This is an optimization exercise on Yosys and OpenROAD, whose aim is small area, a short achievable clock period and few clock cycles, not a production implementation. Where RTL was checked, it was by simulation tests only, not by an equivalence proof against the original. For runs 2 to 5, only the layout was checked, not whether the RTL still works. No activity file was given, so power comes from the tool's default toggle rates.

`flow/config.mk`:
```
export PLATFORM = sky130hd
export DESIGN_NAME = csb
export DESIGN_NICKNAME = csb
export VERILOG_FILES = /design/flow/design.v
export SDC_FILE = /design/flow/constraint.sdc
export NUM_CORES = 4
export LEC_CHECK = 0
export CAP_MARGIN = 20
export CORE_MARGIN = 2
export CORE_UTILIZATION = 40
export PLACE_DENSITY = 0.6
export SETUP_SLACK_MARGIN = 4.0
export SLEW_MARGIN = 20
```
`flow/constraint.sdc`:
```
create_clock -name core_clock -period 7.0 [get_ports {clk}]
set_input_delay 1.4000 -clock core_clock [delete_from_list [all_inputs] [get_ports {clk}]]
set_output_delay 1.4000 -clock core_clock [all_outputs]
set_load 0.01 [all_outputs]
```
`flow/design.v`:
```
module csb (
    input  wire        clk,
    input  wire        rst,                
    input  wire        lockstep_strict,    
    input  wire        req_valid,
    output wire        req_ready,
    input  wire [31:0] req_word,
    output reg         rsp_valid,
    output reg  [2:0]  rsp_code,
    output reg  [15:0] rsp_data,
    output reg         mem_valid,
    output reg         mem_we,
    output wire [1:0]  mem_dev,
    output reg  [15:0] mem_addr,
    output wire [7:0]  mem_wdata,
    input  wire        mem_ready,
    input  wire [7:0]  mem_rdata,
    output wire        ntf_valid,
    output wire [1:0]  ntf_ext,
    output wire [4:0]  ntf_kind,
    output wire        ntf_level,
    output wire        log_valid,
    output wire [1:0]  log_inst,
    output wire [4:0]  log_kind,
    output wire        log_level
);
    localparam [17:0] TOD_RELOAD = 18'd160000;
    localparam [17:0] TOD_MID    = 18'd80000;
    localparam [4:0] K_IRQ  = 5'd1;
    localparam [4:0] K_NMI  = 5'd2;
    localparam [4:0] K_RDY  = 5'd3;
    localparam [4:0] K_BA   = 5'd5;
    localparam [4:0] K_CNT  = 5'd7;
    localparam [4:0] K_TOD  = 5'd8;
    localparam [4:0] K_FLAG = 5'd9;
    localparam [4:0] K_DMA  = 5'd17;
    localparam [5:0] OP_ANNOUNCE = 6'h01, OP_WAIT    = 6'h02, OP_RELEASE = 6'h03,
                     OP_ALLFIN   = 6'h04, OP_START   = 6'h08, OP_STOP    = 6'h09,
                     OP_TICK     = 6'h0A, OP_SETRATE = 6'h0B, OP_GETRATE = 6'h0C,
                     OP_TODREG   = 6'h0D, OP_STORE   = 6'h10, OP_LOAD    = 6'h11,
                     OP_ISINIT   = 6'h12, OP_SETCPU  = 6'h13, OP_SETVIC  = 6'h14,
                     OP_SETCOLOR = 6'h15, OP_CTR_WLO = 6'h18, OP_CTR_WHI = 6'h19,
                     OP_CTR_DEC  = 6'h1A, OP_CTR_CLK = 6'h1B, OP_CTR_ZERO= 6'h1C,
                     OP_CTR_READ = 6'h1D, OP_FF_SET  = 6'h20, OP_FF_RST  = 6'h21,
                     OP_FF_INV   = 6'h22, OP_FF_GET  = 6'h23, OP_DFF_SET = 6'h28,
                     OP_DFF_RST  = 6'h29, OP_DFF_INV = 6'h2A, OP_DFF_CLK = 6'h2B,
                     OP_DFF_GET  = 6'h2C, OP_AND_NTF = 6'h30, OP_WAND_SET= 6'h38,
                     OP_WAND_GET = 6'h39;
    function [2:0] static_code;
        input [31:0] wd;
        reg   [25:0] mask;
        reg          lg;
        reg   [7:0]  ins;
        begin
            lg   = 1'b1;
            mask = 26'h0;
            case (wd[31:26])
                OP_ANNOUNCE, OP_WAIT:                         mask = 26'h003FFFF;
                OP_RELEASE, OP_ALLFIN, OP_START, OP_STOP,
                OP_TICK, OP_GETRATE, OP_ISINIT:               mask = 26'h3FFFFFF;
                OP_SETRATE, OP_SETCPU:                        mask = 26'h3FF0000;
                OP_TODREG, OP_SETVIC, OP_SETCOLOR:            mask = 26'h3FFFF00;
                OP_STORE:                                     mask = 26'h0000000;
                OP_LOAD:                                      mask = 26'h0FF0000;
                OP_CTR_WLO, OP_CTR_WHI:                       mask = 26'h003FF00;
                OP_CTR_DEC:                                   mask = 26'h003FFFE;
                OP_CTR_CLK, OP_CTR_ZERO, OP_CTR_READ,
                OP_FF_SET, OP_FF_RST, OP_FF_INV, OP_FF_GET,
                OP_DFF_SET, OP_DFF_RST, OP_DFF_INV, OP_DFF_CLK,
                OP_DFF_GET, OP_WAND_GET:                      mask = 26'h003FFFF;
                OP_AND_NTF:                                   mask = 26'h003E0FE;
                OP_WAND_SET:                                  mask = 26'h003FEFE;
                default:                                      lg = 1'b0;
            endcase
            ins = wd[25:18];
            static_code = 3'd0;
            if (!lg || (wd[25:0] & mask) != 26'd0)
                static_code = 3'd1;
            else case (wd[31:26])
                OP_ANNOUNCE, OP_WAIT:
                    if (ins >= 8'd16) static_code = 3'd2;
                OP_TODREG:
                    if (wd[7:0] > 8'd5) static_code = 3'd4;
                OP_SETCPU:
                    if (!(wd[15:8] == 8'd0 || wd[15:8] == 8'd2) ||
                        !(wd[7:0] == 8'd1 || wd[7:0] == 8'd3)) static_code = 3'd4;
                OP_SETVIC:
                    if (!(wd[7:0] == 8'd0 || wd[7:0] == 8'd2)) static_code = 3'd4;
                OP_SETCOLOR:
                    if (wd[7:0] != 8'd0) static_code = 3'd4;
                OP_CTR_WLO, OP_CTR_WHI, OP_CTR_DEC, OP_CTR_CLK, OP_CTR_ZERO, OP_CTR_READ,
                OP_WAND_SET, OP_WAND_GET:
                    if (ins >= 8'd8) static_code = 3'd3;
                OP_FF_SET, OP_FF_RST, OP_FF_INV, OP_FF_GET,
                OP_DFF_SET, OP_DFF_RST, OP_DFF_INV, OP_DFF_CLK, OP_DFF_GET:
                    if (ins >= 8'd16) static_code = 3'd3;
                OP_AND_NTF:
                    if (ins >= 8'd4) static_code = 3'd3;
                default: ;
            endcase
        end
    endfunction
    reg [15:0] bar_expected;
    reg [15:0] bar_pending;
    reg        bar_pzero;         
    reg [15:0] bar_blocked;
    reg [14:0] clk_rate;          
    reg        clk_running;
    reg [17:0] clk_tod;
    reg [2:0]  clk_targets;       
    reg [7:0]  bus_prev;          
    reg        cpu_rd2, cpu_wr3, vic_rd2;    
    reg        cpu_set, vic_set, color_set;
    reg [15:0] ctr_counter [0:7];
    reg [15:0] ctr_latch   [0:7];
    reg [7:0]  ctr_dec;
    reg [15:0] ff_state;
    reg [15:0] dff_in;
    reg [15:0] dff_out;
    reg [3:0]  and_in1, and_in2;
    reg [7:0]  wand_l1, wand_l2;
    wire bus_init = cpu_set & vic_set & color_set;
    reg        rdy;               
    reg        wv;                
    reg [31:0] w;
    reg [2:0]  w_sc;              
    reg        w_acc;             
    reg [15:0] cs;                
    reg        cs_stale;          
    reg        m_vic;             
    reg        m_col;             
    reg  [1:0] m_dev;
    reg        round_busy;        
    reg [1:0]  round_n;
    reg        round_lvl;
    reg        ev_ntf, ev_log;
    reg [1:0]  ev_idx;
    reg [4:0]  ev_kind;
    reg        ev_lvl;
    assign ntf_valid = ev_ntf;
    assign ntf_ext   = ev_idx;
    assign ntf_kind  = ev_kind;
    assign ntf_level = ev_lvl;
    assign log_valid = ev_log;
    assign log_inst  = ev_idx;
    assign log_kind  = ev_kind;
    assign log_level = ev_lvl;
    assign mem_wdata = bus_prev;
    assign mem_dev   = m_dev;
    assign req_ready = rdy;
    wire m_first   = m_vic & ~m_col;                      
    wire m_done    = mem_valid & mem_ready & ~m_first;    
    wire mem_free  = ~mem_valid | m_done;
    wire acc       = req_valid & rdy;
    wire exec   = wv & ~w_acc & ~mem_valid & ~round_busy & ~cs_stale;
    wire iss_w  = wv & w_acc & mem_free & ~round_busy;
    wire [5:0]  opc    = w[31:26];
    wire [3:0]  inst   = w[21:18];
    wire        view   = w[25];
    wire [7:0]  byte_v = w[7:0];
    wire [4:0]  kind   = w[12:8];
    wire        level  = w[0];
    wire        line   = w[8];
    wire ok_s   = (w_sc == 3'd0);
    wire is_bar = (opc == OP_ANNOUNCE) | (opc == OP_WAIT);
    wire blk    = is_bar & bar_blocked[inst];
    wire is_mem = (opc == OP_STORE) | (opc == OP_LOAD);
    wire fault  = is_mem & ~bus_init;
    wire ex_ok  = ok_s & ~blk & ~fault;
    wire do_op  = exec & ex_ok;
    function do_is;
        input [5:0] o;
        do_is = do_op && (opc == o);
    endfunction
    wire set_cpu = do_is(OP_SETCPU);
    wire set_vic = do_is(OP_SETVIC);
    wire set_col = do_is(OP_SETCOLOR);
    wire cpu_rd2_n = set_cpu ? w[9] : cpu_rd2;
    wire cpu_wr3_n = set_cpu ? w[1] : cpu_wr3;
    wire vic_rd2_n = set_vic ? w[1] : vic_rd2;
    wire bus_init_n = (cpu_set | set_cpu) & (vic_set | set_vic) & (color_set | set_col);
    function is_access;
        input [31:0] wd;
        is_access = (wd[31:26] == OP_STORE && !wd[25] && wd[24]) ||
                    (wd[31:26] == OP_LOAD && wd[23:16] == 8'd0 && (wd[25] ^ wd[24]));
    endfunction
    wire in_acc  = is_access(req_word) & bus_init_n;
    wire round_start;
    wire iss_in  = acc & in_acc & mem_free & ~round_busy & ~round_start;
    wire issue   = iss_in | iss_w;
    wire [31:0] iw = iss_w ? w : req_word;        
    wire iw_st   = (iw[31:26] == OP_STORE);
    wire iw_tbl  = iw_st ? cpu_wr3_n : (iw[25] ? vic_rd2_n : cpu_rd2_n);
    wire [2:0]  cs_sel = rdy ? req_word[20:18] : w[20:18];
    wire        w_wr_ctr = (opc == OP_CTR_WHI) | (opc == OP_CTR_CLK);
    wire        in_rd_ctr = (req_word[31:26] == OP_CTR_CLK) | (req_word[31:27] == 5'b01110);
    wire [15:0] cs_dec = cs - 16'd1;
    wire        whi_nr  = (opc == OP_CTR_WHI) & ~rst;
    wire [15:0] cdec_nr = cs_dec & {16{~rst}};
    wire [7:0]  lat_in  = rst ? 8'hFF : byte_v;
    wire [7:0]  cnt_hi  = whi_nr ? byte_v : cdec_nr[15:8];
    wire tick_en   = do_is(OP_TICK) & clk_running & (~lockstep_strict | bar_pzero);
    wire tod_zero  = (clk_tod == 18'd1);
    wire tod_mid   = (clk_tod == TOD_MID + 18'd1);
    wire tod_edge  = tick_en & (tod_zero | tod_mid);
    wire edge_lvl  = tod_zero;
    function [1:0] tgt_len;
        input [2:0] id;
        case (id)
            3'd1: tgt_len = 2'd1;
            3'd2, 3'd3, 3'd5: tgt_len = 2'd2;
            3'd4: tgt_len = 2'd3;
            default: tgt_len = 2'd0;
        endcase
    endfunction
    function [9:0] round_ev;
        input [2:0] id;
        input [1:0] n;
        input       l;
        reg   [2:0] r;     
        begin
            case ({id, n})
                {3'd1, 2'd0}: r = 3'b000;
                {3'd2, 2'd0}: r = 3'b100;
                {3'd2, 2'd1}: r = 3'b001;
                {3'd3, 2'd0}: r = 3'b000;
                {3'd3, 2'd1}: r = 3'b001;
                {3'd4, 2'd0}: r = 3'b111;
                {3'd4, 2'd1}: r = 3'b100;
                {3'd4, 2'd2}: r = 3'b011;
                default:      r = 3'b101;    
            endcase
            case (r)
                3'b100:  round_ev = {2'b10, 2'd0, K_FLAG, l & and_in2[0]};
                3'b111:  round_ev = {2'b10, 2'd2, K_IRQ, l & and_in2[3] & and_in2[2]};
                3'b101:  round_ev = {2'b01, 2'd1, K_TOD, l};
                default: round_ev = {2'b10, r[1:0], K_TOD, l};
            endcase
        end
    endfunction
    wire [1:0] tlen = tgt_len(clk_targets);
    assign round_start = tod_edge & (tlen > 2'd1);
    wire round_last = round_busy & (round_n + 2'd1 == tlen);
    reg [3:0] an_in1, an_in2;    
    reg [9:0] an_ev;
    always @(*) begin
        an_in1 = and_in1;
        an_in2 = and_in2;
        an_ev  = {2'b01, inst[1:0], kind, level};
        case (inst[1:0])
            2'd0: begin
                if (kind == K_TOD) an_in1[0] = level;
                else if (kind == K_CNT) an_in2[0] = level;
                if (kind == K_TOD || kind == K_CNT)
                    an_ev = {2'b10, 2'd0, K_FLAG, an_in1[0] & an_in2[0]};
            end
            2'd1: begin
                if (kind == K_IRQ) an_in1[1] = level;
                else if (kind == K_NMI) an_in2[1] = level;
                if (kind == K_IRQ || kind == K_NMI) begin
                    an_in2[0] = an_in1[1] & an_in2[1];
                    an_ev = {2'b10, 2'd0, K_FLAG, an_in1[0] & an_in2[0]};
                end
            end
            2'd2: begin
                if (kind == K_RDY) an_in1[2] = level;
                else if (kind == K_BA) an_in2[2] = level;
                if (kind == K_RDY || kind == K_BA)
                    an_ev = {2'b10, 2'd2, K_IRQ, an_in1[2] & an_in2[2]};
            end
            default: begin
                if (kind == K_TOD) an_in1[3] = level;
                else if (kind == K_DMA) an_in2[3] = level;
                if (kind == K_TOD || kind == K_DMA) begin
                    an_in1[2] = an_in1[3] & an_in2[3];
                    an_ev = {2'b10, 2'd2, K_IRQ, an_in1[2] & an_in2[2]};
                end
            end
        endcase
    end
    reg [15:0] ex_data;
    always @(*) begin
        ex_data = 16'd0;
        case (opc)
            OP_ALLFIN:   ex_data = {15'd0, bar_pzero};
            OP_GETRATE:  ex_data = {1'b0, clk_rate};
            OP_LOAD:     ex_data = view ? {4'd0, bus_prev[3:0], 8'hFF} : 16'h00FF;
            OP_ISINIT:   ex_data = {15'd0, bus_init};
            OP_CTR_ZERO: ex_data = {15'd0, cs == 16'd0};
            OP_CTR_READ: ex_data = cs;
            OP_FF_GET:   ex_data = {15'd0, ff_state[inst]};
            OP_DFF_GET:  ex_data = {15'd0, dff_out[inst]};
            OP_WAND_GET: ex_data = {15'd0, wand_l1[inst[2:0]] & wand_l2[inst[2:0]]};
            default: ;
        endcase
    end
    wire [2:0] ex_code = !ok_s ? w_sc : blk ? 3'd5 : fault ? 3'd6 : 3'd0;
    genvar g;
    generate
        for (g = 0; g < 8; g = g + 1) begin : g_ctr
            wire sel    = (inst[2:0] == g);
            wire ld_llo = rst | (sel & do_is(OP_CTR_WLO));
            wire ld_lhi = rst | (sel & do_is(OP_CTR_WHI));
            wire ld_cnt = rst | (sel & ((do_is(OP_CTR_WHI) & ~ctr_dec[g]) |
                                        (do_is(OP_CTR_CLK) &  ctr_dec[g])));
            wire ld_dec = rst | (sel & do_is(OP_CTR_DEC));
            wire [7:0] cnt_lo = whi_nr ? ctr_latch[g][7:0] : cdec_nr[7:0];
            always @(posedge clk) begin
                if (ld_llo) ctr_latch[g][7:0]  <= lat_in;
                if (ld_lhi) ctr_latch[g][15:8] <= lat_in;
                if (ld_cnt) ctr_counter[g]     <= {cnt_hi, cnt_lo};
                if (ld_dec) ctr_dec[g]         <= w[0] & ~rst;
            end
        end
        for (g = 0; g < 16; g = g + 1) begin : g_ff
            wire sel = (inst == g);
            always @(posedge clk) begin
                if (rst) begin
                    ff_state[g] <= 1'b0;
                    dff_in[g]   <= 1'b0;
                    dff_out[g]  <= 1'b0;
                    bar_blocked[g] <= 1'b0;
                end else begin
                    if (sel && do_is(OP_FF_SET)) ff_state[g] <= 1'b1;
                    if (sel && do_is(OP_FF_RST)) ff_state[g] <= 1'b0;
                    if (sel && do_is(OP_FF_INV)) ff_state[g] <= ~ff_state[g];
                    if (sel && do_is(OP_DFF_SET)) dff_in[g] <= 1'b1;
                    if (sel && do_is(OP_DFF_RST)) dff_in[g] <= 1'b0;
                    if (sel && do_is(OP_DFF_INV)) dff_in[g] <= ~dff_in[g];
                    if (sel && do_is(OP_DFF_CLK)) dff_out[g] <= dff_in[g];
                    if (do_is(OP_RELEASE) || tick_en) bar_blocked[g] <= 1'b0;
                    else if (sel && do_is(OP_WAIT)) bar_blocked[g] <= 1'b1;
                end
            end
        end
        for (g = 0; g < 8; g = g + 1) begin : g_wand
            wire sel = (inst[2:0] == g) && do_is(OP_WAND_SET);
            always @(posedge clk) begin
                if (rst) begin
                    wand_l1[g] <= 1'b1;
                    wand_l2[g] <= 1'b1;
                end else if (sel) begin
                    if (!line) wand_l1[g] <= level;
                    else       wand_l2[g] <= level;
                end
            end
        end
    endgenerate
    wire wv_n         = acc ? ~iss_in : (wv & ~exec & ~iss_w);
    wire w_acc_n      = acc ? in_acc : w_acc;
    wire mem_valid_n  = issue | (mem_valid & ~m_done);
    wire round_busy_n = round_busy ? ~round_last : (round_start & ~rst);
    wire cs_stale_n   = acc & exec & w_wr_ctr & (w[20:18] == req_word[20:18]) & in_rd_ctr;
    always @(posedge clk) begin
        if (acc) begin
            w    <= req_word;
            w_sc <= static_code(req_word);
        end
        cs <= ctr_counter[cs_sel];
        if (mem_free) begin
            mem_addr <= iw[15:0];
            mem_we   <= iw_st;
            m_vic    <= iw[25];
            m_col    <= 1'b0;
            m_dev    <= {1'b0, iw[15:12] == 4'hD && iw_tbl};
        end else if (mem_ready && m_first) begin
            m_col    <= 1'b1;
            m_dev    <= 2'd2;
        end
        rsp_code <= (mem_valid | round_busy) ? 3'd0 : ex_code;
        rsp_data <= round_busy ? 16'd0 :
                    !mem_valid ? (ex_ok ? ex_data : 16'd0) :
                    mem_we     ? 16'd0 :
                    m_col      ? {4'd0, mem_rdata[3:0], bus_prev} :
                                 {8'd0, mem_rdata};
        if (exec && do_is(OP_AND_NTF))
            {ev_idx, ev_kind, ev_lvl} <= an_ev[7:0];
        else if (round_busy)
            {ev_idx, ev_kind, ev_lvl} <= round_ev(clk_targets, round_n, round_lvl);
        else
            {ev_idx, ev_kind, ev_lvl} <= round_ev(clk_targets, 2'd0, edge_lvl);
        if (rst) begin
            rdy         <= 1'b1;
            wv          <= 1'b0;
            w_acc       <= 1'b0;
            cs_stale    <= 1'b0;
            mem_valid   <= 1'b0;
            rsp_valid   <= 1'b0;
            ev_ntf      <= 1'b0;
            ev_log      <= 1'b0;
            round_busy  <= 1'b0;
            round_n     <= 2'd0;
            round_lvl   <= 1'b0;
            bar_expected <= 16'd0;
            bar_pending  <= 16'd0;
            bar_pzero    <= 1'b1;
            clk_rate     <= 15'h0100;
            clk_running  <= 1'b0;
            clk_tod      <= TOD_RELOAD;
            clk_targets  <= 3'd0;
            bus_prev     <= 8'h00;
            cpu_rd2      <= 1'b0;
            cpu_wr3      <= 1'b0;
            vic_rd2      <= 1'b0;
            cpu_set      <= 1'b0;
            vic_set      <= 1'b0;
            color_set    <= 1'b0;
            and_in1      <= 4'hF;
            and_in2      <= 4'hF;
        end else begin
            wv         <= wv_n;
            w_acc      <= w_acc_n;
            cs_stale   <= cs_stale_n;
            mem_valid  <= mem_valid_n;
            round_busy <= round_busy_n;
            rdy        <= ~wv_n | (~w_acc_n & ~mem_valid_n & ~round_busy_n & ~cs_stale_n);
            if (issue && iw_st)
                bus_prev <= iw[23:16];
            else if (mem_valid && mem_ready && !mem_we && !m_col)
                bus_prev <= mem_rdata;
            rsp_valid <= m_done | (exec & ~round_start) | round_last;
            ev_ntf <= 1'b0;
            ev_log <= 1'b0;
            if (exec && do_is(OP_AND_NTF)) begin
                ev_ntf <= an_ev[9];
                ev_log <= an_ev[8];
                and_in1 <= an_in1;
                and_in2 <= an_in2;
            end else if (round_busy) begin
                {ev_ntf, ev_log} <= round_ev(clk_targets, round_n, round_lvl) >> 8;
                round_n <= round_n + 2'd1;
            end else if (tod_edge && tlen != 2'd0) begin
                {ev_ntf, ev_log} <= round_ev(clk_targets, 2'd0, edge_lvl) >> 8;
                round_n    <= 2'd1;
                round_lvl  <= edge_lvl;
                if (clk_targets == 3'd2)
                    and_in1[0] <= edge_lvl;
                if (clk_targets == 3'd4) begin
                    and_in1[0] <= edge_lvl;
                    and_in1[3] <= edge_lvl;
                    and_in1[2] <= edge_lvl & and_in2[3];
                end
            end
            if (do_is(OP_ANNOUNCE))
                bar_expected <= bar_expected + 16'd1;
            if (do_is(OP_RELEASE) || tick_en) begin
                bar_pending <= bar_expected;
                bar_pzero   <= (bar_expected == 16'd0);
            end else if (do_is(OP_WAIT) && !bar_pzero) begin
                bar_pending <= bar_pending - 16'd1;
                bar_pzero   <= (bar_pending == 16'd1);
            end
            if (do_is(OP_START)) clk_running <= 1'b1;
            if (do_is(OP_STOP))  clk_running <= 1'b0;
            if (tick_en)
                clk_tod <= tod_zero ? TOD_RELOAD : clk_tod - 18'd1;
            if (do_is(OP_SETRATE))
                clk_rate <= w[15] ? 15'h0100 : w[14:0];
            if (do_is(OP_TODREG))
                clk_targets <= w[2:0];
            if (set_cpu) begin
                cpu_rd2 <= w[9];
                cpu_wr3 <= w[1];
                cpu_set <= 1'b1;
            end
            if (set_vic) begin
                vic_rd2 <= w[1];
                vic_set <= 1'b1;
            end
            if (set_col)
                color_set <= 1'b1;
        end
    end
endmodule
```
`flow/run.sh`:
```
#!/bin/bash
# synth_recipe.tcl (not shown) runs the flow's synth.tcl, then flattens the netlist and writes it again
# the make line also repeats each setting of config.mk as NAME=value (left out here)
make -C /OpenROAD-flow-scripts/flow DESIGN_CONFIG=/design/flow/config.mk WORK_HOME=/design/flow/orfs CLKGATE_MAP_FILE= SYNTH_SCRIPT=/design/flow/synth_recipe.tcl finish
```
==> notes.md, run 1 <==
DR iter-0 viols: 1801
post-DP HPWL: 46.1 mm
sw power: 0.00157 W
layout cells sized above 1: 14.4%
cell family with most CP delay: simple AND/OR/NAND/NOR gates
Via Count: 18358
Worst EP required: 7.49 ns
Fill cells: 5193
area leader, netlist: edfxtp_1
R2R Setup Slk: 4.04 ns
initial antenna violation count: 2
Sequential Power Share: 49.0%
hold path depth: 2
P_int: 0.00494 W
Worst R2R Path Depth: 5
die height: 242 um
Max Fclk: 329 MHz
crit share post-route: 43.5%
Yosys warnings: 3
synthesis-to-finish area growth: 18.7%
crit start category: input port
crit path DAT: 3.53 ns
Critical Path End Type: flip-flop
syn_area_per_cell: 10.1 um2
worst min-delay path class: reg -> reg
leading cell type in the layout, fill and taps excluded: edfxtp_1
final hold vios: 0
Mapped Nets: 2312
remaining antenna violation count: 0
Hold WS: 0.467 ns
outcome: timing/DRC/antenna clean
Die ar.: 0.0586 mm2
Netlist cell types: 95
Final Wtd Congestion: 0.918
actual slew at the worst max-slew pin: 0.958 ns
DRT Wirelength: 69.4 mm
Sequential Area: 0.0122 mm2
worst r2r src: cs[6]
CTS tree: built
row count: 87
Die X: 242 um
Starting Density: 40.4%
top_reg_cell synth: edfxtp_1
max-slew violation count: 0
DR WL/cell: 22.3 um
Crit path top cell by count: buf_4
multi-input logic area: 0.0102 mm2
area of the mapped netlist: 0.0227 mm2
Vias/cell: 5.88
clk_skew: 0.0402 ns
clk latency of the worst-skew pair: 0.62 ns
Global Route Usage Sum: 22.8%
Critical R2R Capture: ctr_counter[1][13]
VDD IR max: 0.189 mV
Switching Share: 24.1%
Post-synth EDFFs: 253
Setup crit start: rst
Pwr Density: 242 mW/mm2
RSZ-0062 raised after global routing: yes
Worst path slowest cell: nor2_1
Layout Nets: 2384
post-synthesis register bit count: 481
Max-Cap Viols: 0
total CTS buffers: 50
Pre-antenna DRT Iters: 5
Synth area leaders: edfxtp_1, dfxtp_1, nand2_1
CTS Sinks: 481
register area share after synthesis: 53.7%
H-tree depth: 2
clock network power share: 43.4%
global-route wire length before repair: 105 mm
hold path startpoint: bar_blocked[3]
hold_buf cts: 0
TNS Setup: 0 ns
vias in the first global route: 17502
Hold Path Sink: bar_blocked[3]
Critical path buffers and inverters: 3
IO Pins: 112
share of the synthesized area in the top cell type: 33.5%
setup violators final: 0
commonest non-fill, non-tap cells in the layout: edfxtp_1, nand2_1, dfxtp_1
total gr overflow: 0
worst-path maximum fanout: 49
Final Power: 0.00651 W
Post-Syn Instances: 2252
clock-pin slew on the worst setup and hold paths: 0.06 ns
crit path cell chain: buf_4 > inv_1 > buf_4 > nand2_1 > nor2_1 > a21o_1
total core area: 0.0562 mm2
PortBufs: 111
DRC viols: 0
post-layout min period: 3.04 ns
post-layout util: 47.9%
crit path kind: in -> reg
Finished Layout Cells: 3120
dpl cells: 2982
Comb power frac: 7.6%
largest net degree at the start of global routing: 65
asr flop ratio synth: 0%
max incr delay on CP: 0.59 ns
number of diodes: 0
Pleak: 9.77 nW
root buffer cell: clkbuf_16
max_slew headroom: 35.8%
Max Buffers Root-to-Sink: 3
==> routing by layer <==
layer | vias up | wire length [um] | GRT usage [%]
li1 | 8481 | - | -
met4 | 0 | 1830 | 7.08
met5 | - | 0 | 0
met3 | 106 | 4710 | 2.96
met1 | 9034 | 30300 | 32.0
met2 | 737 | 32600 | 36.8
==> flip-flops by register name (all words and copies together), names as in the netlist, 8 cells and up <==
signal,count
cs,16
ctr_latch,64
ctr_dec,8
ctr_counter,128
dff_in,16
bar_pending,16
rsp_data,16
clk_tod,18
w,31
wand_l1,8
mem_addr,16
bus_prev,8
bar_expected,16
ff_state,16
wand_l2,8
bar_blocked,16
dff_out,16
clk_rate,15
==> layout make-up <==
class,count,share of cell area [%]
clock buffer,65,5.26
clock inverter,27,1.23
inverter,31,0.447
multi-input combinational,1579,38.1
sequential,481,45.3
tap,756,3.52
timing repair buffer,180,6.18
timing repair inverter,1,0.0186
==> Yosys cell counts, types with 10 or more instances <==
master and number:
a211oi_1 40, a21o_1 71, a21oi_1 107, a221oi_1 12, a22o_1 14, a22oi_1 18
a31oi_1 40, and2_1 11, and3_1 23, buf_1 13, buf_2 15, buf_4 11
clkbuf_1 112, dfxtp_1 228, edfxtp_1 253, ha_1 15, inv_1 31, mux2_2 21
mux2i_1 41, nand2_1 249, nand2b_1 25, nand3_1 110, nand4_1 17, nor2_1 173
nor2b_1 44, nor3_1 72, nor4_1 23, o211a_1 10, o21ai_0 125, o22ai_1 18
o31ai_1 29, or2_2 23, or3_1 29, xnor2_1 38, xor2_1 15
==> tightest hold or removal path: stages, from the launching register on <==
cell and delay, ns:
dfxtp_1 0.33, a21oi_1 0.04, nor2_1 0.07
==> timing repair <==
item,4_1_cts,5_1_grt
pin swaps,4,8
endpoints found under the hold margin,0,0
endpoints found under the setup margin,430,414
resized for setup,97,63
gates cloned,2,0
setup buffers,23,21
==> logic make-up (layout without fill, tap and decap cells) <==
| kind of cell | count (synthesis) | count (layout) | synth area share, % |
|---|---|---|---|
| multiplexers | 67 | 67 | 3.35 |
| buffers and inverters | 193 | 304 | 3.77 |
| XOR/XNOR | 53 | 53 | 2.05 |
| adder cells (fa/ha/maj) | 15 | 15 | 0.828 |
| flip-flops | 481 | 481 | 53.7 |
| AO/OA/AOI/OAI | 574 | 574 | 17.1 |
| AND/OR/NAND/NOR | 869 | 870 | 19.3 |
==> through the flow <==
| step | instance area [um2] | worst slack [ns] |
|---|---|---|
| after floorplan | 22800 | 3.89 |
| after global placement | 24300 | 2.70 |
| after detailed placement | 24300 | 2.61 |
| after CTS | 26500 | 3.81 |
| after global routing | 26900 | 3.85 |
| final | 26900 | 3.96 |
==> worst max-delay path by stage <==
stage	end	cells after the start
after floorplan	bus_prev[0]	7
after global placement	m_dev[0]	7
after detailed placement	bus_prev[3]	8
after CTS	dff_in[6]	10
after global routing	ctr_counter[0][13]	5
final	ctr_counter[7][0]	6
==> power by group through the flow <==
stage	Clock (W)	Combinational [W]	Sequential, W
finish	0.00283	0.000494	0.00319
global route	0.00298	0.000535	0.00320
CTS	0.00287	0.000477	0.00319
detailed placement	0	0.000455	0.00325
global placement	0	0.000452	0.00325
floorplan	0	0.000303	0.00321
Testbench counts, summed over its fixed seeds: cycles 33,084.
==> inputs of run 2 (changes only) <==
--- a/flow/design.v
+++ b/flow/design.v
@@ -122,2 +122,3 @@
     wire bus_init = cpu_set & vic_set & color_set;
+    reg        rst_q;             
     reg        rdy;               
@@ -190,2 +191,4 @@
     wire issue   = iss_in | iss_w;
+    wire st_in   = acc & (req_word[31:26] == OP_STORE) & ~req_word[25] & req_word[24] &
+                   bus_init_n & mem_free & ~round_busy & ~round_start;
     wire [31:0] iw = iss_w ? w : req_word;        
@@ -197,5 +200,5 @@
     wire [15:0] cs_dec = cs - 16'd1;
-    wire        whi_nr  = (opc == OP_CTR_WHI) & ~rst;
-    wire [15:0] cdec_nr = cs_dec & {16{~rst}};
-    wire [7:0]  lat_in  = rst ? 8'hFF : byte_v;
+    wire        whi_nr  = (opc == OP_CTR_WHI) & ~rst_q;
+    wire [15:0] cdec_nr = cs_dec & {16{~rst_q}};
+    wire [7:0]  lat_in  = rst_q ? 8'hFF : byte_v;
     wire [7:0]  cnt_hi  = whi_nr ? byte_v : cdec_nr[15:8];
@@ -301,7 +304,7 @@
             wire sel    = (inst[2:0] == g);
-            wire ld_llo = rst | (sel & do_is(OP_CTR_WLO));
-            wire ld_lhi = rst | (sel & do_is(OP_CTR_WHI));
-            wire ld_cnt = rst | (sel & ((do_is(OP_CTR_WHI) & ~ctr_dec[g]) |
+            wire ld_llo = rst_q | (sel & do_is(OP_CTR_WLO));
+            wire ld_lhi = rst_q | (sel & do_is(OP_CTR_WHI));
+            wire ld_cnt = rst_q | (sel & ((do_is(OP_CTR_WHI) & ~ctr_dec[g]) |
                                         (do_is(OP_CTR_CLK) &  ctr_dec[g])));
-            wire ld_dec = rst | (sel & do_is(OP_CTR_DEC));
+            wire ld_dec = rst_q | (sel & do_is(OP_CTR_DEC));
             wire [7:0] cnt_lo = whi_nr ? ctr_latch[g][7:0] : cdec_nr[7:0];
@@ -311,3 +314,3 @@
                 if (ld_cnt) ctr_counter[g]     <= {cnt_hi, cnt_lo};
-                if (ld_dec) ctr_dec[g]         <= w[0] & ~rst;
+                if (ld_dec) ctr_dec[g]         <= w[0] & ~rst_q;
             end
@@ -317,3 +320,3 @@
             always @(posedge clk) begin
-                if (rst) begin
+                if (rst_q) begin
                     ff_state[g] <= 1'b0;
@@ -338,3 +341,3 @@
             always @(posedge clk) begin
-                if (rst) begin
+                if (rst_q) begin
                     wand_l1[g] <= 1'b1;
@@ -381,4 +384,5 @@
             {ev_idx, ev_kind, ev_lvl} <= round_ev(clk_targets, 2'd0, edge_lvl);
+        rst_q <= rst;
         if (rst) begin
-            rdy         <= 1'b1;
+            rdy         <= 1'b0;
             wv          <= 1'b0;
@@ -393,18 +397,2 @@
             round_lvl   <= 1'b0;
-            bar_expected <= 16'd0;
-            bar_pending  <= 16'd0;
-            bar_pzero    <= 1'b1;
-            clk_rate     <= 15'h0100;
-            clk_running  <= 1'b0;
-            clk_tod      <= TOD_RELOAD;
-            clk_targets  <= 3'd0;
-            bus_prev     <= 8'h00;
-            cpu_rd2      <= 1'b0;
-            cpu_wr3      <= 1'b0;
-            vic_rd2      <= 1'b0;
-            cpu_set      <= 1'b0;
-            vic_set      <= 1'b0;
-            color_set    <= 1'b0;
-            and_in1      <= 4'hF;
-            and_in2      <= 4'hF;
         end else begin
@@ -415,5 +403,7 @@
             round_busy <= round_busy_n;
-            rdy        <= ~wv_n | (~w_acc_n & ~mem_valid_n & ~round_busy_n & ~cs_stale_n);
-            if (issue && iw_st)
-                bus_prev <= iw[23:16];
+            rdy        <= rst_q | ~wv_n | (~w_acc_n & ~mem_valid_n & ~round_busy_n & ~cs_stale_n);
+            if (st_in)
+                bus_prev <= req_word[23:16];
+            else if (iss_w && opc == OP_STORE)
+                bus_prev <= w[23:16];
             else if (mem_valid && mem_ready && !mem_we && !m_col)
@@ -443,2 +433,21 @@
             end
+        end
+        if (rst_q) begin
+            bar_expected <= 16'd0;
+            bar_pending  <= 16'd0;
+            bar_pzero    <= 1'b1;
+            clk_rate     <= 15'h0100;
+            clk_running  <= 1'b0;
+            clk_tod      <= TOD_RELOAD;
+            clk_targets  <= 3'd0;
+            bus_prev     <= 8'h00;
+            cpu_rd2      <= 1'b0;
+            cpu_wr3      <= 1'b0;
+            vic_rd2      <= 1'b0;
+            cpu_set      <= 1'b0;
+            vic_set      <= 1'b0;
+            color_set    <= 1'b0;
+            and_in1      <= 4'hF;
+            and_in2      <= 4'hF;
+        end else begin
             if (do_is(OP_ANNOUNCE))
--- a/flow/config.mk
+++ b/flow/config.mk
@@ -11,3 +11,3 @@
 export PLACE_DENSITY = 0.6
-export SETUP_SLACK_MARGIN = 4.0
+export SETUP_SLACK_MARGIN = 4.1
 export SLEW_MARGIN = 20
==> run 2 against run 1 <==
Worst hold slack worse by 0.019 ns. Combinational power grew 13%. Sequential power about the same. First-iteration DRC count fell by 2.4%. Utilization up 1.6 points. Fmax up 4.1%. Critical endpoint is now bus_prev[5]. Clock-buffer cell count rose by 5. Critical path type unchanged. Still clean on timing, DRC and antenna. Area after synthesis down 2.1%. Routed wire length increased by 0.85%.
==> notes.md, run 2 <==
Worst EP required: 7.50 ns
clk latency of the worst-skew pair: 0.63 ns
DRC viols: 0
post-layout min period: 2.92 ns
Pleak: 10.3 nW
clock network power share: 42.5%
crit share post-route: 41.7%
post-place setup slack: 2.18 ns
Netlist cell types: 103
DR iter-0 viols: 1757
most common library cells after synthesis: nand2_1, edfxtp_1, dfxtp_1, nor2_1, a21oi_1
CTS Sinks: 482
commonest non-fill, non-tap cells in the layout: nand2_1, edfxtp_1, dfxtp_1
Biggest register: ctr_counter
dpl cells: 2922
global-route wire length before repair: 105 mm
Switching Share: 24.7%
total CTS buffers: 52
max-slew violation count: 0
IO Pins: 112
Layout Nets: 2384
initial antenna violation count: 2
Yosys warnings: 3
Via Count: 18304
Sequential Power Share: 49.0%
CTS tree: built
Max Fclk: 342 MHz
asr flop ratio synth: 0%
VDD IR max: 0.186 mV
die height: 240 um
most common cell in the netlist: nand2_1
Die X: 240 um
row count: 86
final worst slack: 4.08 ns
Comb power frac: 8.5%
DR WL/cell: 22.5 um
post-DP HPWL: 46.0 mm
setup violators final: 0
total core area: 0.0550 mm2
DRT Wirelength: 70.0 mm
actual slew at the worst max-slew pin: 0.982 ns
area leader, netlist: edfxtp_1
Critical path buffers and inverters: 3
Max-Cap Viols: 0
Mapped Nets: 2227
worst-path maximum fanout: 4
Regs by FF count: ctr_counter x128, ctr_latch x64, w x31
PortBufs: 111
max incr delay on CP: 0.53 ns
Synth area leaders: edfxtp_1, dfxtp_1, nand2_1
final hold vios: 0
share of the synthesized area in the top cell type: 34.2%
sw power: 0.00162 W
Critical Path End Type: flip-flop
crit start category: input port
Worst path slowest cell: clkdlybuf4s50_1
area of the mapped netlist: 0.0222 mm2
vias in the first global route: 17396
cell family with most CP delay: buffers and inverters
H-tree depth: 2
Pwr Density: 241 mW/mm2
syn_area_per_cell: 10.3 um2
leading cell type in the layout, fill and taps excluded: nand2_1
max_slew headroom: 34.0%
root buffer cell: clkbuf_16
remaining antenna violation count: 0
Finished Layout Cells: 3113
worst min-delay path class: reg -> reg
Pre-antenna DRT Iters: 6
Max Buffers Root-to-Sink: 3
Post-Syn Instances: 2166
Largest register FFs: 128
number of diodes: 0
outcome: timing/DRC/antenna clean
layout cells sized above 1: 17.1%
P_int: 0.00493 W
crit path DAT: 3.42 ns
Final Wtd Congestion: 0.914
RSZ-0062 raised after global routing: yes
Final Power: 0.00655 W
clock-pin slew on the worst setup and hold paths: 0.06 ns
Die ar.: 0.0574 mm2
crit path cell chain: clkdlybuf4s50_1 > nand2_2 > clkinvlp_4 > o211ai_1 > nor3_1 > o2111a_2 > o41ai_4 > buf_4 > a211o_1
register area share after synthesis: 54.9%
post-synthesis register bit count: 482
clk_skew: 0.0346 ns
crit path kind: in -> reg
total gr overflow: 0
Vias/cell: 5.88
largest net degree at the start of global routing: 65
post-layout util: 49.5%
synthesis-to-finish area growth: 22.6%
TNS Setup: 0 ns
Starting Density: 40.4%
Post-synth EDFFs: 253
top_reg_cell synth: edfxtp_1
Global Route Usage Sum: 23.9%
run 2: cell types whose count changed in the layout (fill, tap and decap cells not counted), moves of 32 or more:
cell and change:
buf_4 +40, clkdlybuf4s50_1 -65, dlygate4sd2_1 +50, nand2_1 +35, nor2b_1 -32, o21ai_0 -41
run 2: final cells by class:
class,instances,area [um2]
fillers,5021,27800
well taps,748,936
multi-input cells,1511,9990
repair inverters,1,5.00
clock buffers,70,1430
inverters,37,169
clock inverters,26,293
repair buffers,238,2200
flip-flops and latches,482,12200
run 2: final timing paths:
kind	start	endpoint	slack [ns]	depth (start not counted)
hold / removal	bar_blocked[3]	bar_blocked[3]	0.45	2
setup reg to reg	w_sc[2]	ctr_counter[3][4]	4.13	7
setup / recovery	req_valid	bus_prev[5]	4.08	9
hold reg to reg	bar_blocked[3]	bar_blocked[3]	0.45	2
run 2: logic make-up (layout without fill, tap and decap cells):
family                     count (synthesis)  count (layout)  synth area share, %
AOI/OAI and AO/OA                        576             577                 17.9
and+or+nand+nor                          803             804                 17.8
muxes                                     70              70                 3.54
xor gates and xnor gates                  44              44                 1.74
buffers and inverters                    175             372                 3.30
DFF                                      482             482                 54.9
adders and majority gates                 16              16                0.902
run 2: power groups by stage:
stage	combinational, W	clock [W]	sequential, W
final	0.000556	0.00278	0.00321
after global routing	0.000600	0.00294	0.00322
after CTS	0.000532	0.00282	0.00321
after detailed placement	0.000495	0	0.00328
after global placement	0.000488	0	0.00328
after floorplan	0.000319	0	0.00324
run 2: timing repair:
item,4_1_cts,5_1_grt
gates resized for setup,206,50
hold endpoints to repair,0,0
pin swaps,27,21
cloned,3,1
buffers inserted,51,40
setup endpoints to repair,603,212
hold buffers,0,0
run 2: stage by stage:
stage               hold WS, ns  area [um2]
floorplan                 0.420       22500
global route              0.476       27200
finish                    0.448       27200
detailed placement        0.442       24200
CTS                       0.451       26700
global placement          0.431       24200
run 2: worst register-to-register path, stage by stage (launching register included):
cell	delay, ns
edfxtp_1	0.48
nor3_4	0.39
nand3_4	0.16
nor2_2	0.40
nand3_4	0.29
nor4_1	0.25
a311o_1	0.20
buf_4	0.34
run 2: metal layers:
layer | GRT usage, % | up-vias | routed length, um
met1 | 33.6 | 9133 | 30600
li1 | - | 8434 | -
met2 | 38.3 | 630 | 32900
met3 | 3.34 | 105 | 4750
met4 | 7.03 | 2 | 1730
met5 | 0 | - | 13
==> inputs of run 3 (changes only) <==
==> flow/flow/run.sh (new file) <==
#!/bin/bash
# The standard layout (standard.sh), with the port buffers that buffer_ports
# inserts made from buf_2 cells instead of the delay cells it picks by default.
export BUFFER_PORTS_ARGS="-buffer_cell sky130_fd_sc_hd__buf_2"
bash standard.sh > standard.log 2>&1
==> flow/standard.sh (new file) <==
#!/bin/bash
# synth_recipe.tcl (not shown) runs the flow's synth.tcl, then flattens the netlist and writes it again
# the make line also repeats each setting of config.mk as NAME=value (left out here)
make -C /OpenROAD-flow-scripts/flow DESIGN_CONFIG=/design/flow/config.mk WORK_HOME=/design/flow/orfs CLKGATE_MAP_FILE= SYNTH_SCRIPT=/design/flow/synth_recipe.tcl "${@:-finish}"
--- a/flow/config.mk
+++ b/flow/config.mk
@@ -11,3 +11,3 @@
 export PLACE_DENSITY = 0.6
-export SETUP_SLACK_MARGIN = 4.1
+export SETUP_SLACK_MARGIN = 4.5
 export SLEW_MARGIN = 20
removed: flow/run.sh
==> run 3 against run 2 <==
Sequential power is essentially flat. Critical path type is now reg -> reg. Still clean on timing, DRC and antenna. Largest power group unchanged. Setup slack lost 0.12 ns. Sequential share of layout area shrank 4.3 points. Combinational power grew 19%. Clock power shrank 6%.
==> notes.md, run 3 <==
Global Route Usage Sum: 25.3%
largest net degree at the start of global routing: 74
Worst EP required: 7.54 ns
worst-path maximum fanout: 5
initial antenna violation count: 1
Via Count: 19752
remaining antenna violation count: 0
RSZ-0062 raised after global routing: yes
CTS Sinks: 482
row count: 86
total gr overflow: 0
Largest register FFs: 128
setup violators final: 0
area of the mapped netlist: 0.0222 mm2
hold path depth: 2
area leader, netlist: edfxtp_1
number of diodes: 0
post-synthesis register bit count: 482
Critical Path End Type: flip-flop
share of the synthesized area in the top cell type: 34.2%
total core area: 0.0550 mm2
Starting Density: 40.4%
crit start category: flip-flop
final hold vios: 0
crit share post-route: 43.5%
register area share after synthesis: 54.9%
hold_buf cts: 0
Biggest register: ctr_counter
Pwr Density: 215 mW/mm2
vias in the first global route: 18898
Max Fclk: 329 MHz
Mapped Nets: 2227
crit path kind: reg -> reg
leading cell type in the layout, fill and taps excluded: edfxtp_1
Worst R2R Path Depth: 10
DR iter-0 viols: 1941
CTS tree: built
Regs by FF count: ctr_counter x128, ctr_latch x64, w x31
PortBufs: 111
max-slew violation count: 0
post-DP HPWL: 45.3 mm
layout cells sized above 1: 34.5%
actual slew at the worst max-slew pin: 1.00 ns
R2R Setup Slk: 3.96 ns
Post-synth EDFFs: 253
Pre-antenna DRT Iters: 6
max_slew headroom: 33.4%
Critical R2R Capture: rsp_data[0]
root buffer cell: clkbuf_16
Netlist cell types: 103
synthesis-to-finish area growth: 36.0%
post-layout min period: 3.04 ns
worst r2r src: w[27]
worst min-delay path class: reg -> reg
hold path startpoint: bar_blocked[4]
DR WL/cell: 23.9 um
Pleak: 11.4 nW
IO Pins: 112
Max-Cap Viols: 0
clock-pin slew on the worst setup and hold paths: 0.06 ns
syn_area_per_cell: 10.3 um2
Yosys warnings: 3
H-tree depth: 2
global-route wire length before repair: 112 mm
crit path DAT: 3.58 ns
most common cell in the netlist: nand2_1
Post-Syn Instances: 2166
top_reg_cell synth: edfxtp_1
Synth area leaders: edfxtp_1, dfxtp_1, nand2_1
Fill cells: 4466
Layout Nets: 2546
Hold Path Sink: bar_blocked[4]
TNS Setup: 0 ns
die height: 240 um
asr flop ratio synth: 0%
Die X: 240 um
DRT Wirelength: 78.3 mm
outcome: timing/DRC/antenna clean
most common library cells after synthesis: nand2_1, edfxtp_1, dfxtp_1, nor2_1, a21oi_1
total CTS buffers: 50
Vias/cell: 6.03
commonest non-fill, non-tap cells in the layout: edfxtp_1, nand2_1, dfxtp_1
VDD IR max: 0.195 mV
clk latency of the worst-skew pair: 0.61 ns
DRC viols: 0
Hold WS: 0.451 ns
clk_skew: 0.0122 ns
Die ar.: 0.0574 mm2
Max Buffers Root-to-Sink: 3
Final Wtd Congestion: 0.899
run 3: cell counts after synthesis:
No cell type changed its count.
run 3: worst max path at each step:
stage	start	to	cells past startpoint
after floorplan	mem_ready	bus_prev[7]	8
after global placement	mem_ready	bus_prev[5]	9
after detailed placement	mem_ready	bus_prev[6]	9
after CTS	w[19]	bar_pending[8]	9
after global routing	w[27]	rsp_data[0]	10
final	w[27]	rsp_data[0]	10
run 3: worst max-delay path, cell delays in order (launching register included):
cell,delay (ns)
edfxtp_1,0.47
buf_6,0.17
buf_4,0.13
buf_4,0.15
nor3b_1,0.54
o21ai_0,0.24
a311oi_2,0.40
o21a_1,0.23
nand3_1,0.27
a41o_1,0.31
nand2_1,0.08
run 3: final cells by class:
type	count	area [um2]	area share (%)
clock buffers	79	1470	4.88
clock inverters	14	118	0.389
repair buffers	400	3980	13.2
flip-flops and latches	482	12200	40.5
repair inverters	1	5.00	0.0166
well taps	748	936	3.10
multi-input cells	1513	11300	37.3
inverters	37	188	0.622
run 3: power by group:
part | internal, W | switching (W)
clock network | 0.00148 | 0.00114
logic | 0.000259 | 0.000401
registers | 0.00313 | 0.0000827
total | 0.00488 | 0.00162
run 3: metrics by stage:
stage / setup WS (ns) / instance area (um2) / utilization [%] / total power (W) / instances
after floorplan: 3.79 / 22800 / - / 0.00357 / 2166
after global placement: 2.71 / 23900 / 43.4 / 0.00375 / 2918
after detailed placement: 2.47 / 23900 / 43.4 / 0.00376 / 2918
after CTS: 4.22 / 28600 / 52.0 / 0.00645 / 3205
after global routing: 3.88 / 30200 / 54.9 / 0.00668 / 3274
final: 3.96 / 30200 / 54.9 / 0.00650 / 3274
run 3: repair_timing:
action                     4_1_cts  5_1_grt
resized for setup              320      238
setup endpoints to repair      606      469
buffers inserted               181       59
hold endpoints to repair         0        0
cloned                          13       10
pin swaps                       88      117
run 3: cells by family (layout without fill, tap and decap cells):
| family | count (synthesis) | in the layout | synth area share, % |
|---|---|---|---|
| muxes | 70 | 70 | 3.54 |
| DFF | 482 | 482 | 54.9 |
| adders and majority gates | 16 | 16 | 0.902 |
| xor gates and xnor gates | 44 | 44 | 1.74 |
| and+or+nand+nor | 803 | 806 | 17.8 |
| buffers and inverters | 175 | 531 | 3.30 |
| AOI/OAI and AO/OA | 576 | 577 | 17.9 |
run 3: per-layer routing:
metal	routed length, um	GRT usage [%]	up-vias
met5	13	0	-
met3	6550	4.19	244
met1	30300	32.5	9798
met2	38400	43.0	924
li1	-	-	8784
met4	3040	9.19	2
==> inputs of run 4 (changes only) <==
--- a/flow/design.v
+++ b/flow/design.v
@@ -124,2 +124,7 @@
     reg        rdy;               
+    reg        qv;                
+    reg        q_old;             
+    reg [2:0]  q_code;
+    reg [15:0] q_data;
+    reg        tnear;             
     reg        wv;                
@@ -155,3 +160,4 @@
     wire acc       = req_valid & rdy;
-    wire exec   = wv & ~w_acc & ~mem_valid & ~round_busy & ~cs_stale;
+    wire safe;
+    wire exec   = wv & ~w_acc & ~round_busy & ~cs_stale & (~mem_valid | (~qv & safe));
     wire iss_w  = wv & w_acc & mem_free & ~round_busy;
@@ -189,2 +195,3 @@
     wire round_start;
+    wire qv_n;
     wire iss_in  = acc & in_acc & mem_free & ~round_busy & ~round_start;
@@ -246,2 +253,6 @@
     wire round_last = round_busy & (round_n + 2'd1 == tlen);
+    assign safe = ~(opc == OP_TICK && tnear) & ~(opc == OP_LOAD && view && !mem_we);
+    wire tlen2_n  = do_is(OP_TODREG) ? (w[2:0] >= 3'd2 && w[2:0] <= 3'd5) : (tlen >= 2'd2);
+    wire tnear_n  = (tick_en ? (clk_tod == 18'd2 || clk_tod == TOD_MID + 18'd2)
+                             : (tod_zero || tod_mid)) & tlen2_n;
     reg [3:0] an_in1, an_in2;    
@@ -356,2 +367,12 @@
     wire cs_stale_n   = acc & exec & w_wr_ctr & (w[20:18] == req_word[20:18]) & in_rd_ctr;
+    wire ex_q         = exec & ~round_start & (mem_valid | qv);    
+    wire drain        = qv & (q_old | ~mem_valid);                 
+    wire m_to_q       = m_done & drain;                            
+    assign qv_n       = ex_q | m_to_q | (qv & ~drain);
+    wire [31:0] wn    = acc ? req_word : w;                        
+    wire [15:0] m_res = mem_we ? 16'd0 :
+                        m_col  ? {4'd0, mem_rdata[3:0], bus_prev} : {8'd0, mem_rdata};
+    wire mem_we_n     = mem_free ? iw_st : mem_we;
+    wire safe_n       = ~(wn[31:26] == OP_TICK && tnear_n) &
+                        ~(wn[31:26] == OP_LOAD && wn[25] && !mem_we_n);
     always @(posedge clk) begin
@@ -372,8 +393,10 @@
         end
-        rsp_code <= (mem_valid | round_busy) ? 3'd0 : ex_code;
-        rsp_data <= round_busy ? 16'd0 :
-                    !mem_valid ? (ex_ok ? ex_data : 16'd0) :
-                    mem_we     ? 16'd0 :
-                    m_col      ? {4'd0, mem_rdata[3:0], bus_prev} :
-                                 {8'd0, mem_rdata};
+        if (ex_q | m_to_q) begin
+            q_code <= m_to_q ? 3'd0 : ex_code;
+            q_data <= m_to_q ? m_res : ex_ok ? ex_data : 16'd0;
+        end
+        rsp_code <= drain ? q_code : (mem_valid | round_busy) ? 3'd0 : ex_code;
+        rsp_data <= drain ? q_data :
+                    round_busy ? 16'd0 :
+                    !mem_valid ? (ex_ok ? ex_data : 16'd0) : m_res;
         if (exec && do_is(OP_AND_NTF))
@@ -387,2 +410,5 @@
             rdy         <= 1'b0;
+            qv          <= 1'b0;
+            q_old       <= 1'b0;
+            tnear       <= 1'b0;
             wv          <= 1'b0;
@@ -403,3 +429,7 @@
             round_busy <= round_busy_n;
-            rdy        <= rst_q | ~wv_n | (~w_acc_n & ~mem_valid_n & ~round_busy_n & ~cs_stale_n);
+            rdy        <= rst_q | ~wv_n | (~w_acc_n & ~round_busy_n & ~cs_stale_n &
+                                            (~mem_valid_n | (~qv_n & safe_n)));
+            qv         <= qv_n;
+            q_old      <= issue & qv_n;
+            tnear      <= tnear_n & ~rst_q;
             if (st_in)
@@ -410,3 +440,3 @@
                 bus_prev <= mem_rdata;
-            rsp_valid <= m_done | (exec & ~round_start) | round_last;
+            rsp_valid <= drain | m_done | (exec & ~round_start & ~mem_valid & ~qv) | round_last;
             ev_ntf <= 1'b0;
--- a/flow/config.mk
+++ b/flow/config.mk
@@ -11,3 +11,3 @@
 export PLACE_DENSITY = 0.6
-export SETUP_SLACK_MARGIN = 4.5
+export SETUP_SLACK_MARGIN = 4.2
 export SLEW_MARGIN = 20
==> run 4 against run 3 <==
Worst hold slack worse by 0.0048 ns. Still clean on timing, DRC and antenna. First-iteration DRC count grew 14%. Critical path type unchanged. Clock-buffer cell count up 1. Area after synthesis grew 7.2%. Synthesized cell count grew 7.5%. Critical path depth increased by 1. Sequential cell count rose by 22. Sequential power increased by 6%. Sequential share of layout area increased by 2.9 points.
==> notes.md, run 4 <==
Crit path top cell by count: buf_12
Mapped Nets: 2391
Yosys warnings: 3
hold path startpoint: q_data[15]
share of the synthesized area in the top cell type: 33.3%
setup violators final: 0
Netlist cell types: 89
Max-Cap Viols: 0
Switching Share: 25.5%
clk_skew: 0.0249 ns
VDD IR max: 0.195 mV
Post-Syn Instances: 2329
Met2 Routed Length: 35.8 mm
Post-synth EDFFs: 264
Critical Path End Type: flip-flop
most common library cells after synthesis: edfxtp_1, dfxtp_1, nand2_1, nor2_1, clkbuf_1
Fill cells: 5280
post-place setup slack: 2.82 ns
post-layout util: 50.0%
Largest register FFs: 128
clock network power share: 41.9%
H-tree depth: 2
max incr delay on CP: 0.53 ns
crit path DAT: 3.25 ns
total gr overflow: 0
post-synthesis register bit count: 504
area leader, netlist: edfxtp_1
remaining antenna violation count: 0
Hold Path Sink: rsp_data[15]
Via Count: 20053
worst min-delay path class: reg -> reg
largest net degree at the start of global routing: 80
sw power: 0.00184 W
DRT Wirelength: 77.0 mm
routed wl met3: 6.53 mm
final worst slack: 4.08 ns
post-layout min period: 2.92 ns
max-slew violation count: 0
clock-pin slew on the worst setup and hold paths: 0.06 ns
worst-path maximum fanout: 8
Starting Density: 40.4%
DR WL/cell: 23.2 um
Vias/cell: 6.03
Pre-antenna DRT Iters: 5
leading cell type in the layout, fill and taps excluded: edfxtp_1
Global Route Usage Sum: 24.2%
DR top layer: met4
Pwr Density: 245 mW/mm2
crit path kind: reg -> reg
outcome: timing/DRC/antenna clean
Biggest register: ctr_counter
Synth area leaders: edfxtp_1, dfxtp_1, nand2_1
Final Wtd Congestion: 0.942
Worst R2R Path Depth: 11
CTS Sinks: 504
PortBufs: 111
Worst path slowest cell: mux4_2
initial antenna violation count: 0
DRC viols: 0
crit start category: flip-flop
post-DP HPWL: 49.5 mm
global-route wire length before repair: 114 mm
Max Fclk: 343 MHz
P_int: 0.00537 W
commonest non-fill, non-tap cells in the layout: edfxtp_1, nand2_1, dfxtp_1
crit path cell chain: buf_12 > mux4_2 > mux2i_4 > buf_6 > mux2_4 > o21ai_4 > nor2_4 > and3_4 > buf_12 > a31o_4 > buf_12
layout cells sized above 1: 23.8%
IO Pins: 112
root buffer cell: clkbuf_16
Worst EP required: 7.34 ns
cell family with most CP delay: multiplexers
synthesis-to-finish area growth: 23.7%
multi-input logic area: 0.0112 mm2
total CTS buffers: 54
Regs by FF count: ctr_counter x128, ctr_latch x64, w x31
Max Buffers Root-to-Sink: 3
Comb power frac: 10.8%
Metal-1 WL: 32.2 mm
Layout Nets: 2566
number of diodes: 0
RSZ-0062 raised after global routing: yes
area of the mapped netlist: 0.0238 mm2
top_reg_cell synth: edfxtp_1
Critical R2R Capture: ctr_counter[3][6]
vias in the first global route: 18763
register area share after synthesis: 53.5%
worst r2r src: w[21]
Die X: 248 um
CTS tree: built
Die ar.: 0.0615 mm2
max_slew headroom: 25.1%
total core area: 0.0589 mm2
Sequential Area: 0.0128 mm2
most common cell in the netlist: edfxtp_1
syn_area_per_cell: 10.2 um2
Critical path buffers and inverters: 4
DR iter-0 viols: 2220
clk latency of the worst-skew pair: 0.63 ns
asr flop ratio synth: 0%
die height: 248 um
R2R Setup Slk: 4.08 ns
Pleak: 11.1 nW
hold path depth: 2
final hold vios: 0
crit share post-route: 41.7%
Sequential Power Share: 47.4%
row count: 89
TNS Setup: 0 ns
actual slew at the worst max-slew pin: 1.12 ns
## run 4: repair_timing
action                                  CTS  global route
endpoints found under the setup margin  574           381
pin swaps                                29            67
gates cloned                              8             3
buffers inserted                         67            64
gates resized for setup                 148           116
hold buffers                              0             0
hold endpoints to repair                  0             0
## run 4: worst max path at each step
stage	startpoint	to	slack, ns	cells past startpoint
4_1_cts	cs[0]	q_data[0]	4.10	9
3_3_place_gp	mem_ready	bus_prev[5]	3.00	8
3_5_place_dp	mem_ready	bus_prev[6]	2.82	8
6_report	w[21]	ctr_counter[3][6]	4.08	11
2_1_floorplan	req_word[4]	w_sc[0]	3.89	6
5_1_grt	w[21]	dff_in[13]	4.03	11
## run 4: kinds of logic (layout without fill, tap and decap cells)
family,count (synthesis),count (layout),share of synthesized area [%]
simple gates,824,827,17.1
compound gates,642,642,18.6
flops,504,504,53.5
buf+inv,201,419,3.57
mux,86,86,4.32
xor+xnor,55,55,2.02
fa+ha+maj,17,17,0.894
## run 4: power groups by stage
stage	logic (W)	registers [W]	clock network (W)
2_1_floorplan	0.000441	0.00342	0
3_3_place_gp	0.000612	0.00347	0
3_5_place_dp	0.000618	0.00348	0
4_1_cts	0.000716	0.00341	0.00305
5_1_grt	0.000829	0.00343	0.00318
6_report	0.000777	0.00341	0.00302
## run 4: stage by stage
step | instance area (um2) | hold WS [ns] | power, W | instances
after floorplan | 24000 | 0.418 | 0.00386 | 2329
after global placement | 25000 | 0.437 | 0.00408 | 3078
after detailed placement | 25000 | 0.440 | 0.00409 | 3079
after CTS | 28500 | 0.455 | 0.00718 | 3256
after global routing | 29400 | 0.482 | 0.00743 | 3323
final | 29400 | 0.447 | 0.00721 | 3323
## run 4: tightest hold or removal path, cell delays in order (launching register included)
cell and delay, ns:
edfxtp_1 0.32, nand2_1 0.04, o31ai_1 0.05
## run 4: per-layer routing
| layer | track usage, % | up-vias |
|---|---|---|
| met3 | 4.21 | 193 |
| met4 | 8.67 | 0 |
| met1 | 33.1 | 9883 |
| li1 | - | 9052 |
| met5 | 0 | - |
| met2 | 38.6 | 925 |
## run 4: area by class of cell
class	count	area share [%]
well taps	773	3.28
repair buffers	277	8.03
clock buffers	80	5.40
clock inverters	22	1.06
multi-input cells	1627	38.2
inverters	39	0.633
repair inverters	1	0.0297
flip-flops and latches	504	43.4
==> inputs of run 5 (changes only) <==
--- a/flow/design.v
+++ b/flow/design.v
@@ -161,3 +161,4 @@
     wire safe;
-    wire exec   = wv & ~w_acc & ~round_busy & ~cs_stale & (~mem_valid | (~qv & safe));
+    reg  exec_r;                  
+    wire exec   = exec_r;
     wire iss_w  = wv & w_acc & mem_free & ~round_busy;
@@ -172,3 +173,4 @@
     wire is_bar = (opc == OP_ANNOUNCE) | (opc == OP_WAIT);
-    wire blk    = is_bar & bar_blocked[inst];
+    wire blk_r  = bar_blocked[inst];
+    wire blk    = is_bar & blk_r;
     wire is_mem = (opc == OP_STORE) | (opc == OP_LOAD);
@@ -179,4 +181,7 @@
         input [5:0] o;
-        do_is = do_op && (opc == o);
+        do_is = exec && ok_s && (opc == o) &&
+                !((o == OP_ANNOUNCE || o == OP_WAIT) && blk_r) &&
+                !((o == OP_LOAD || o == OP_STORE) && !bus_init);
     endfunction
+    wire ex_dok = ok_s & ~fault;    
     wire set_cpu = do_is(OP_SETCPU);
@@ -377,2 +382,4 @@
                         ~(wn[31:26] == OP_LOAD && wn[25] && !mem_we_n);
+    wire exec_n       = wv_n & ~w_acc_n & ~round_busy_n & ~cs_stale_n &
+                        (~mem_valid_n | (~qv_n & safe_n));
     always @(posedge clk) begin
@@ -395,3 +402,3 @@
             q_code <= m_to_q ? 3'd0 : ex_code;
-            q_data <= m_to_q ? m_res : ex_ok ? ex_data : 16'd0;
+            q_data <= m_to_q ? m_res : ex_dok ? ex_data : 16'd0;
         end
@@ -400,3 +407,3 @@
                     round_busy ? 16'd0 :
-                    !mem_valid ? (ex_ok ? ex_data : 16'd0) : m_res;
+                    !mem_valid ? (ex_dok ? ex_data : 16'd0) : m_res;
         if (exec && do_is(OP_AND_NTF))
@@ -410,2 +417,3 @@
             rdy         <= 1'b0;
+            exec_r      <= 1'b0;
             qv          <= 1'b0;
@@ -429,4 +437,4 @@
             round_busy <= round_busy_n;
-            rdy        <= rst_q | ~wv_n | (~w_acc_n & ~round_busy_n & ~cs_stale_n &
-                                            (~mem_valid_n | (~qv_n & safe_n)));
+            rdy        <= rst_q | ~wv_n | exec_n;
+            exec_r     <= exec_n;
             qv         <= qv_n;
==> flow/flow/run.sh (replaced) <==
#!/bin/bash
# The standard layout (standard.sh), with the port buffers that buffer_ports
# inserts made from buf_1 cells instead of the delay cells it picks by default.
export BUFFER_PORTS_ARGS="-buffer_cell sky130_fd_sc_hd__buf_1"
bash standard.sh > standard.log 2>&1
--- a/flow/config.mk
+++ b/flow/config.mk
@@ -10,4 +10,5 @@
 export CORE_UTILIZATION = 40
+export CTS_BUF_LIST = sky130_fd_sc_hd__clkbuf_4
 export PLACE_DENSITY = 0.6
-export SETUP_SLACK_MARGIN = 4.2
+export SETUP_SLACK_MARGIN = 4.1
 export SLEW_MARGIN = 20
==> run 5 against run 4 <==
Combinational power decreased by 5.3%. Synthesized cell count about the same. Still clean. Via count decreased by 2.1%. Fmax decreased by 2.5%. Largest cell class unchanged. Sequential power increased by 2%. Global-route usage decreased by 0.31 points. Utilization decreased by 2.2 points. Clock skew increased by 0.067 ns. Final area decreased by 6.3%. Register-to-register slack about the same. Routed wire length decreased by 4.9%.
==> notes.md, run 5 <==
most common library cells after synthesis: nand2_1, edfxtp_1, dfxtp_1, nor2_1, a21oi_1
post-layout min period: 2.99 ns
max_slew headroom: 38.6%
TNS Setup: 0 ns
Layout Nets: 2590
clock-pin slew on the worst setup and hold paths: 0.07 ns
Yosys warnings: 3
Biggest register: ctr_counter
most common cell in the netlist: nand2_1
post-DP HPWL: 47.3 mm
share of the synthesized area in the top cell type: 34.0%
Synth area leaders: edfxtp_1, dfxtp_1, nand2_1
row count: 88
leading cell type in the layout, fill and taps excluded: nand2_1
CTS tree: built
post-synthesis register bit count: 503
Via Count: 19635
final hold vios: 0
Post-synth EDFFs: 264
met1 usage: 31.5%
met2 Track Usage GR: 38.3%
asr flop ratio synth: 0%
initial antenna violation count: 2
Final Wtd Congestion: 0.887
register area share after synthesis: 54.5%
global-route wire length before repair: 111 mm
Regs by FF count: ctr_counter x128, ctr_latch x64, w x31
Largest register FFs: 128
Setup crit start: mem_valid
Top Usage Layer GRT: met2
crit start category: flip-flop
Post-Syn Instances: 2330
worst min-delay path class: reg -> reg
syn_area_per_cell: 10.0 um2
IO Pins: 112
area of the mapped netlist: 0.0233 mm2
Die ar.: 0.0603 mm2
RSZ-0062 raised after global routing: yes
Starting Density: 40.4%
Worst EP required: 5.60 ns
max incr delay on CP: 0.36 ns
Mapped Nets: 2391
synthesis-to-finish area growth: 18.2%
crit share post-route: 42.7%
max-slew violation count: 0
PortBufs: 111
Worst path slowest cell: dfxtp_4
H-tree depth: 4
Global Route Usage Sum: 23.9%
total core area: 0.0577 mm2
outcome: timing/DRC/antenna clean
die height: 246 um
worst-path maximum fanout: 2
fin area: 0.0276 mm2
post-place setup slack: 2.59 ns
cell family with most CP delay: flip-flops
total gr overflow: 0
VDD IR max: 0.154 mV
Max Fclk: 334 MHz
final worst slack: 4.01 ns
crit path kind: reg -> out
layout cells sized above 1: 20.9%
Fill cells: 5492
vias in the first global route: 18778
M3 GR Usage: 5.57%
setup violators final: 0
Vias/cell: 5.76
Max Buffers Root-to-Sink: 3
largest net degree at the start of global routing: 72
root buffer cell: clkbuf_4
Pre-antenna DRT Iters: 8
worst r2r src: w_sc[1]
Pleak: 10.2 nW
DRC viols: 0
Max-Cap Viols: 0
DR iter-0 viols: 1772
crit path cell chain: buf_12 > buf_6
Die X: 246 um
DRT Wirelength: 73.2 mm
remaining antenna violation count: 0
Critical path buffers and inverters: 2
area post-placement: 0.0246 mm2
DR WL/cell: 21.5 um
total CTS buffers: 137
hold path startpoint: q_data[14]
crit path DAT: 1.59 ns
CTS Sinks: 503
clk latency of the worst-skew pair: 1.03 ns
top_reg_cell synth: edfxtp_1
Netlist cell types: 84
commonest non-fill, non-tap cells in the layout: nand2_1, edfxtp_1, nor2_1
actual slew at the worst max-slew pin: 0.914 ns
Critical Path End Type: output port
clk_skew: 0.0917 ns
Pwr Density: 253 mW/mm2
area leader, netlist: edfxtp_1
## run 5: cell count changes in the layout (fill, tap and decap cells not counted), moves of 29 or more
cell / before / now
clkbuf_4: 1 / 201
buf_2: 104 / 29
a21oi_1: 104 / 166
clkbuf_16: 54 / 1
buf_1: 0 / 44
a311oi_1: 1 / 40
nand2_1: 230 / 268
o211ai_1: 46 / 9
nand3_1: 56 / 92
buf_4: 119 / 90
clkinv_1: 0 / 29
## run 5: kinds of logic (layout without fill, tap and decap cells)
kind of cell | after synthesis | count (layout) | synth area share [%]
buffers and inverters | 192 | 500 | 3.30
muxes | 85 | 85 | 4.09
DFF | 503 | 503 | 54.5
other | 0 | 4 | 0
xor gates and xnor gates | 54 | 54 | 2.03
AOI/OAI and AO/OA | 613 | 613 | 17.5
and+or+nand+nor | 867 | 868 | 17.7
adders and majority gates | 16 | 16 | 0.858
## run 5: final cells by class
class                           count  area [um2]  area share, %
Tap cell                          765         957           3.47
Clock inverter                     48         319           1.16
Inverter                           41         193          0.699
Clock buffer                      201        1510           5.47
Timing Repair Buffer              210        1530           5.54
Antenna cell                        4        10.0         0.0363
Sequential cell                   503       12800           46.3
Multi-Input combinational cell   1636       10300           37.3
## run 5: routing by layer
metal / part of all wire (%) / up-vias
li1: - / 9129
met2: 47 / 798
met1: 43 / 9575
met5: 0 / -
met3: 7.9 / 133
met4: 2.5 / 0
## run 5: path summary, 6_finish.rpt
check | endpoint | slack (ns) | depth (start not counted)
worst max-delay path | mem_valid | 4.01 | 2
worst min-delay path | rsp_data[14] | 0.44 | 2
worst max register to register | rdy | 4.09 | 9
worst min register to register | rsp_data[14] | 0.44 | 2
## run 5: what timing repair did
| item | 4_1_cts | 5_1_grt |
|---|---|---|
| resized for setup | 154 | 48 |
| gates cloned | 2 | 1 |
| setup buffers | 39 | 13 |
| pin swaps | 9 | 4 |
| hold buffers | 0 | 0 |
| endpoints found under the setup margin | 437 | 251 |
## run 5: power breakdown
part / switching, W / total (W) / internal [W]
Clock: 0.00131 / 0.00276 / 0.00145
Combinational: 0.000482 / 0.000736 / 0.000254
Sequential: 0.000157 / 0.00348 / 0.00332
## run 5: worst min-delay path: cells and delay by family, from the launching register on
kind | cells | cell delay, ns
and+or+nand+nor | 1 | 0.04
DFF | 1 | 0.32
AOI/OAI and AO/OA | 1 | 0.07
## run 5: metrics by stage
step | cells | util (%) | total power, W | hold WS, ns
6_report | 3408 | 47.8 | 0.00697 | 0.435
5_1_grt | 3408 | 47.8 | 0.00727 | 0.460
4_1_cts | 3390 | 47.2 | 0.00700 | 0.437
3_5_place_dp | 3100 | 42.7 | 0.00422 | 0.444
3_3_place_gp | 3099 | 42.6 | 0.00421 | 0.434
2_1_floorplan | 2330 | - | 0.00394 | 0.418

Re-timed with assumed drivers on the ports (clkbuf_16 on the clock, buf_2 on other inputs), run 5 has 3.950 ns of setup slack against 4.010 ns with ideal ports, and 3.095 ns once port delays also move by the mid clock arrival of 1.045 ns.
